Background: an optimization exercise with open tools, aiming at small area, a short achievable clock period and few clock cycles. Do not read the settings as production practice. The RTL was checked by simulation tests, not by an equivalence proof against the original design. Power and IR drop assume default switching activity.

File: run.sh
#!/bin/bash
# synth_recipe.tcl (not shown) runs the flow's synth.tcl, then flattens the netlist and writes it again
# the make line also repeats each setting of config.mk as NAME=value (left out here)
make -C /OpenROAD-flow-scripts/flow DESIGN_CONFIG=/design/flow/config.mk WORK_HOME=/design/flow/orfs CLKGATE_MAP_FILE= SYNTH_SCRIPT=/design/flow/synth_recipe.tcl finish
File: config.mk
export PLATFORM = sky130hd
export DESIGN_NAME = evt_agg_enc
export DESIGN_NICKNAME = evt_agg_enc
export VERILOG_FILES = /design/flow/design.v
export SDC_FILE = /design/flow/constraint.sdc
export NUM_CORES = 4
export LEC_CHECK = 0
export CAP_MARGIN = 20
export CORE_MARGIN = 2
export CORE_UTILIZATION = 40
export SLEW_MARGIN = 20
File: constraint.sdc
create_clock -name core_clock -period 13.0 [get_ports {clk}]
set_input_delay 2.6000 -clock core_clock [delete_from_list [all_inputs] [get_ports {clk}]]
set_output_delay 2.6000 -clock core_clock [all_outputs]
set_load 0.01 [all_outputs]
File: design.v
module evt_agg_enc (
    input  wire        clk,
    input  wire        rst,
    input  wire        cmd_valid,
    output wire        cmd_ready,
    input  wire [31:0] cmd,
    output reg         pkt_valid,
    output reg  [76:0] pkt
);
    localparam CAP = 64;            
    localparam CW  = 7;             
    wire is_set_mode = (cmd & 32'hFFFF_FFFC) == 32'h2000_0000;
    wire is_inject   = (cmd & 32'hFFFE_8080) == 32'h3000_0000;
    wire [1:0] new_mode = cmd[1:0];
    wire [6:0] ex       = cmd[6:0];
    wire [6:0] ey       = cmd[14:8];
    wire       ep       = cmd[16];
    assign cmd_ready = 1'b1;
    wire fire = cmd_valid & cmd_ready;
    reg  [1:0]  mode;
    reg  [CAP-1:0] occ;
    reg  [6:0]  sx [0:CAP-1];
    reg  [6:0]  sy [0:CAP-1];
    reg  [CAP-1:0] sp;
    wire [6:0] mask = 7'h7F << mode;
    reg  [CAP-1:0] match;
    reg  [CW-1:0]  cnt_all;    
    reg  [CW-1:0]  cnt_pos;    
    integer i;
    always @(*) begin
        cnt_all = 0;
        cnt_pos = 0;
        for (i = 0; i < CAP; i = i + 1) begin
            match[i] = occ[i] &&
                       (((sx[i] ^ ex) & mask) == 7'd0) &&
                       (((sy[i] ^ ey) & mask) == 7'd0);
            cnt_all = cnt_all + {{(CW-1){1'b0}}, match[i]};
            cnt_pos = cnt_pos + {{(CW-1){1'b0}}, match[i] & sp[i]};
        end
    end
    reg  [5:0] free_idx;
    integer k;
    always @(*) begin
        free_idx = 6'd0;
        for (k = CAP-1; k >= 0; k = k - 1)
            if (!occ[k]) free_idx = k[5:0];
    end
    wire full = &occ;
    wire [CW-1:0] tot = cnt_all + 1'b1;
    wire [CW-1:0] pos = cnt_pos + {{(CW-1){1'b0}}, ep};
    wire [CW-1:0] neg = tot - pos;
    reg  [CW-1:0] thresh;
    always @(*) begin
        case (mode)
            2'd1:    thresh = 7'd2;
            2'd2:    thresh = 7'd8;
            2'd3:    thresh = 7'd32;
            default: thresh = 7'd0;
        endcase
    end
    wire agg      = (mode != 2'd0);
    wire do_emit  = agg && !full && (tot >= thresh);
    wire do_store = agg && !full && !(tot >= thresh);
    wire       produce = fire && is_inject && (!agg || do_emit);
    wire [6:0] ox = agg ? (ex & mask) : ex;
    wire [6:0] oy = agg ? (ey & mask) : ey;
    wire       op = agg ? (pos > neg) : ep;
    function [6:0] sym;
        input [4:0] n;
        begin
            case (n)
                5'd0:  sym = 7'h11;
                5'd1:  sym = 7'h12;
                5'd2:  sym = 7'h14;
                5'd3:  sym = 7'h18;
                5'd4:  sym = 7'h21;
                5'd5:  sym = 7'h22;
                5'd6:  sym = 7'h24;
                5'd7:  sym = 7'h28;
                5'd8:  sym = 7'h41;
                5'd9:  sym = 7'h42;
                5'd10: sym = 7'h44;
                5'd11: sym = 7'h48;
                5'd12: sym = 7'h03;
                5'd13: sym = 7'h0C;
                5'd14: sym = 7'h30;
                5'd15: sym = 7'h50;
                default: sym = 7'h60;    
            endcase
        end
    endfunction
    localparam [6:0] HDR0 = 7'h11;
    localparam [6:0] HDR1 = 7'h12;
    localparam [7:0] ADDR_SRC_XOR = 8'h01 ^ 8'h02 ^ 8'h03 ^ 8'h04;
    localparam [6:0] ADDR_SYM0 = 7'h12;
    localparam [6:0] ADDR_SYM1 = 7'h14;
    localparam [6:0] ADDR_SYM2 = 7'h18;
    localparam [6:0] ADDR_SYM3 = 7'h21;
    reg [15:0] packed_xy;
    always @(*) begin
        case (mode)
            2'd0:    packed_xy = {2'b00, oy[6:0], ox[6:0]};
            2'd1:    packed_xy = {4'b0000, oy[6:1], ox[6:1]};
            2'd2:    packed_xy = {6'b000000, oy[6:2], ox[6:2]};
            default: packed_xy = {8'b00000000, oy[6:3], ox[6:3]};
        endcase
    end
    wire [15:0] payload = 16'h8000 | ({15'd0, op} << 14) | packed_xy;
    wire [7:0]  par_byte = ADDR_SRC_XOR ^ payload[7:0] ^ payload[15:8];
    wire        parity = ~(^par_byte);
    wire [76:0] packet = {
        sym(5'd16),
        ADDR_SYM0, ADDR_SYM1, ADDR_SYM2, ADDR_SYM3,
        sym({1'b0, payload[15:12]}),
        sym({1'b0, payload[11:8]}),
        sym({1'b0, payload[7:4]}),
        sym({1'b0, payload[3:0]}),
        sym(5'd0),
        parity ? HDR1 : HDR0
    };
    integer j;
    always @(posedge clk) begin
        if (rst) begin
            mode      <= 2'd0;
            occ       <= {CAP{1'b0}};
            pkt_valid <= 1'b0;
        end else begin
            pkt_valid <= produce;
            if (fire && is_set_mode) begin
                if (new_mode != mode)
                    occ <= {CAP{1'b0}};
                mode <= new_mode;
            end else if (fire && is_inject) begin
                if (do_emit) begin
                    occ <= occ & ~match;
                end else if (do_store) begin
                    occ[free_idx] <= 1'b1;
                end
            end
        end
    end
    always @(posedge clk) begin
        if (produce)
            pkt <= packet;
        if (!rst && fire && is_inject && do_store) begin
            for (j = 0; j < CAP; j = j + 1)
                if (free_idx == j[5:0]) begin
                    sx[j] <= ex;
                    sy[j] <= ey;
                    sp[j] <= ep;
                end
        end
    end
endmodule
==> summary.txt <==
logic make-up after synthesis:
group,after synthesis
adders and majority gates,158
muxes,15
AOI/OAI and AO/OA,419
and+or+nand+nor,752
DFF,1057
other,2
xor gates and xnor gates,933
buffers and inverters,352
metal layers:
metal	share of wire, %	up-vias
li1	-	13600
met1	46	15200
met2	47	857
met3	4.9	200
met4	2.6	0
met5	0	-
per-stage QoR:
stage | setup WS, ns | hold slack, ns
final | 1.13 | 0.565
after global routing | 0.616 | 0.578
after CTS | 1.19 | 0.562
after detailed placement | 0.448 | 0.553
after global placement | 0.507 | 0.544
after floorplan | 0.198 | 0.488
final cells by class:
class                           instances  area (um^2)
Clock inverter                         66          531
Fill cell                           11100        67100
Tap cell                             1650         2060
Multi-Input combinational cell       2325        18000
Inverter                              138          518
Sequential cell                      1057        31100
Clock buffer                          144         3010
Timing Repair Buffer                  329         3020
cell usage in the layout, fill, tap and decap left out, types with 5 or more instances in the layout:
master	n
sky130_fd_sc_hd__a21o_1	9
sky130_fd_sc_hd__edfxtp_1	990
sky130_fd_sc_hd__inv_1	137
sky130_fd_sc_hd__mux2i_1	10
sky130_fd_sc_hd__clkinv_1	28
sky130_fd_sc_hd__o21ai_1	24
sky130_fd_sc_hd__nor3_1	91
sky130_fd_sc_hd__o21ai_2	7
sky130_fd_sc_hd__nor2b_1	19
sky130_fd_sc_hd__clkdlybuf4s50_1	49
sky130_fd_sc_hd__a21oi_1	56
sky130_fd_sc_hd__and4_1	9
sky130_fd_sc_hd__buf_4	234
sky130_fd_sc_hd__a211o_1	5
sky130_fd_sc_hd__conb_1	48
sky130_fd_sc_hd__ha_1	48
sky130_fd_sc_hd__nor4_1	76
sky130_fd_sc_hd__clkbuf_1	27
sky130_fd_sc_hd__nand2b_1	15
sky130_fd_sc_hd__xor2_1	519
sky130_fd_sc_hd__buf_6	14
sky130_fd_sc_hd__o21ai_0	223
sky130_fd_sc_hd__nand3_1	80
sky130_fd_sc_hd__clkbuf_16	115
sky130_fd_sc_hd__buf_12	30
sky130_fd_sc_hd__nand4_1	92
sky130_fd_sc_hd__xnor2_1	414
sky130_fd_sc_hd__nor2_1	123
sky130_fd_sc_hd__nand3b_1	61
sky130_fd_sc_hd__a31oi_1	39
sky130_fd_sc_hd__bufinv_16	8
sky130_fd_sc_hd__fa_1	110
sky130_fd_sc_hd__clkinv_2	20
sky130_fd_sc_hd__or4_1	5
sky130_fd_sc_hd__dfxtp_1	65
sky130_fd_sc_hd__nand2_1	114
sky130_fd_sc_hd__and2_1	24
sky130_fd_sc_hd__a21boi_0	9
registers in the layout, summed over array words and instances (netlist names):
signal	count
sx	448
sy	448
occ	64
sp	64
pkt	30
mode	2
pkt_valid	1
worst reg2reg max path: cells and delay by family, from the launching register on:
kind / cells / cell delay (ns)
simple gates: 7 / 0.98
xor+xnor: 3 / 0.50
buf+inv: 6 / 1.54
compound gates: 8 / 1.22
flops: 1 / 0.35
fa+ha+maj: 12 / 5.63
power by group through the flow:
stage	Combinational [uW]	Sequential, uW	Clock (uW)
floorplan	222	3790	0
global placement	369	3790	0
detailed placement	374	3790	0
CTS	376	3720	3180
global route	405	3710	3310
finish	369	3720	3120
worst max-delay path by stage:
stage                        from        end  slack, ns
after floorplan           cmd[13]     sp[52]       0.20
after global placement     cmd[2]  sx[36][3]       0.51
after detailed placement   cmd[2]  sx[36][3]       0.45
after CTS                  cmd[2]  sy[36][6]       1.19
after global routing       cmd[2]    pkt[41]       0.62
final                      cmd[2]  sy[36][4]       1.13
==> results.yml <==
timing:
  grt_setup_unrepaired: "false"
  count_of_final_hold_check_violations: 0
  fin_tns_setup_ns: 0
  achievable-frequency_mhz: 84.2
  fin_crit_sh_pct: 91.3
  maxSlewViolCount: 0
  setup_violations: 0
  final.min_clock_period_ns: 11.87
  worst_clock_skew_ns: 0.0392
  worstMarginPinSlew_ns: 1.01
  slew-limit-headroom_pct: 32.9
pwr:
  ir_drop_v: 0.000103
  p_comb_share_pct: 5.1
  p_leak_uw: 0.0194
  design_power_total_uw: 7200
  power_switching_uw: 1560
  pwr-share-seq_pct: 51.6
  sw_frac_of_total_pct: 21.7
  power_report.internal_total_uw: 5640
  power_density_nw_per_um2: 124
  clkPwrFrac_pct: 43.3
min_path:
  worstHoldPathType: "flip-flop to flip-flop"
  startpoint_of_the_worst_hold_path: "occ[26]"
  timing.hold.worst_endpoint: "occ[26]"
  whs_path_depth: 2
placement:
  dpl_cell_area_um2: 54600
  place_hpwl_um: 92000
  dpl.cell_count: 5499
  port_buffers: 65
  place_congestion: 0.978
yosys:
  syn_avg_cell_area_um2: 13.7
  synthDominantAreaCellType: "sky130_fd_sc_hd__edfxtp_1"
  yosys_warnings: 3
  asyncSetResetFlopFracSynth_pct: 0
  yosysSeqAreaShare_pct: 61.7
  yosysMostFrequentCell: "sky130_fd_sc_hd__edfxtp_1"
  yosysTopAreaCellShare_pct: 59.0
  synth_edf_count: 990
  post_synth_adder_cell_area_pct: 5.56
  synth.top_cells.by_count: "990 x sky130_fd_sc_hd__edfxtp_1, 519 x sky130_fd_sc_hd__xor2_1, 414 x sky130_fd_sc_hd__xnor2_1, 223 x sky130_fd_sc_hd__o21ai_0, 137 x sky130_fd_sc_hd__inv_1"
  synth-seq-cells: 1057
  synth-simple-area-share_pct: 8.14
  synth_flop_cell: "sky130_fd_sc_hd__edfxtp_1"
  synth_compound_area_share_pct: 4.94
  synth_top_cells_by_area: "sky130_fd_sc_hd__edfxtp_1 59%, sky130_fd_sc_hd__xor2_1 9.0%, sky130_fd_sc_hd__xnor2_1 7.2%"
  mappedNetlistArea_um2: 50400
  synthDistinctLibCells: 87
  synth_mux_area_share_pct: 0.378
  synthCells: 3688
  synth-xor-area-share_pct: 16.2
  synth_top_family_by_area: "XOR/XNOR gates"
setup_path:
  timing.critical_path.mode_cell: "sky130_fd_sc_hd__fa_1"
  r2r_slack_ns: 2.51
  reg2reg_from: "mode[0]"
  worstPathArrival_ns: 12.28
  required_arrival_time_at_the_worst_endpoint_ns: 13.41
  cp_num_cells: 34
  crit_path_top_delay_cell: "sky130_fd_sc_hd__fa_1"
  worst_path_dominant_cell_family: "adder cells"
  ff2ff_path_depth: 36
  worstSetupStartpointType: "input port"
  path_buf_inv: 11
  crit_path_max_fanout: 37
  cp_slowest_stage_delay_ns: 0.70
  r2r_end: "pkt[41]"
  worst-setup-path-type: "input port to flip-flop"
  endpoint_kind: "flip-flop"
clock_tree:
  max_buffers_root_to_sink: 3
  post_cts_resized: 0
  ctsHoldBuffers: 0
  clk_latency_ns: 0.75
  cts_tree: "done"
  cts.sinks: 1057
  cts_htree_levels: 3
  worst_setup_hold_path_clk_slew_ns: 0.07
  number_of_clock_buffers_inserted_by_tritoncts: 113
  clock_tree.root_cell: "sky130_fd_sc_hd__clkbuf_16"
  cts_post_setup_buffers_inserted: 0
grt:
  global_route.overflow_total: 0
  first_global_vias: 29600
  global_route.peak_usage_layer: "met2"
  grt_max_degree: 65
  global_route.usage.total_pct: 20.8
  gr-usage-met2_pct: 33.5
  grtUsageMet3_pct: 2.83
  antenna_found_initial: 1
  use_met1_pct: 29.3
  grt_pass1_wl_um: 200000
floorplanning:
  number_of_top_level_design_ports: 114
  core-area_um2: 125000
  die_w_um: 359
  dieArea_um2: 129000
  initial_core_util_pct: 40.2
  core.rowCount: 130
  floorplan.die.height_um: 359
route:
  drt-pass1-iter-count: 6
  ant_nets: 0
  drt-vias-per-instance: 5.24
  detailedRoute.firstIterationViolations: 2724
  drt-total-wl_um: 134000
  route.detailed.drc: 0
  wl_per_cell_um: 23.5
  dr_total_vias: 29900
layout:
  syn_to_final_growth_pct: 15.5
  instances_no_fill: 5709
  finish.instance_area_um2: 58200
  drive_gt1_share_pct: 12.2
  nets: 4157
  diodes: 0
  final_core_utilization_pct: 46.5
flow_run:
  cap_violations: 0
outcome:
  outcome: "finished clean"
Testbench counts, summed over its fixed seeds: cycles 10,328.

[separate check: timing with driven ports]
Ports are ideal in the flow. The routed layout listed here was re-timed in OpenROAD.
Step 1 (the two cells are an assumption about what drives the block):
set clk [get_ports {clk}]
set_driving_cell -lib_cell sky130_fd_sc_hd__clkbuf_16 $clk
set_driving_cell -lib_cell sky130_fd_sc_hd__buf_2 [delete_from_list [all_inputs] $clk]
Step 2 times the ports against the registers' clock, not the clock port: input delays grow and output delays shrink by t, the midpoint of the rising clock arrivals with the driver on.
a / b / c = no drivers / after step 1 / after step 2; a / b = the first two.
t (ns): 0.805
setup slack, ns: 1.130 / 1.166 / 0.360
worst setup path at the end: input to register
clock arrival spread, ns: 0.039 / 0.039
worst data-port slew with drivers (ns): 0.13
After both steps this run still meets setup and hold. For this run, drivers alone change the setup slack by +0.036 ns; drivers and shift together by -0.770 ns.
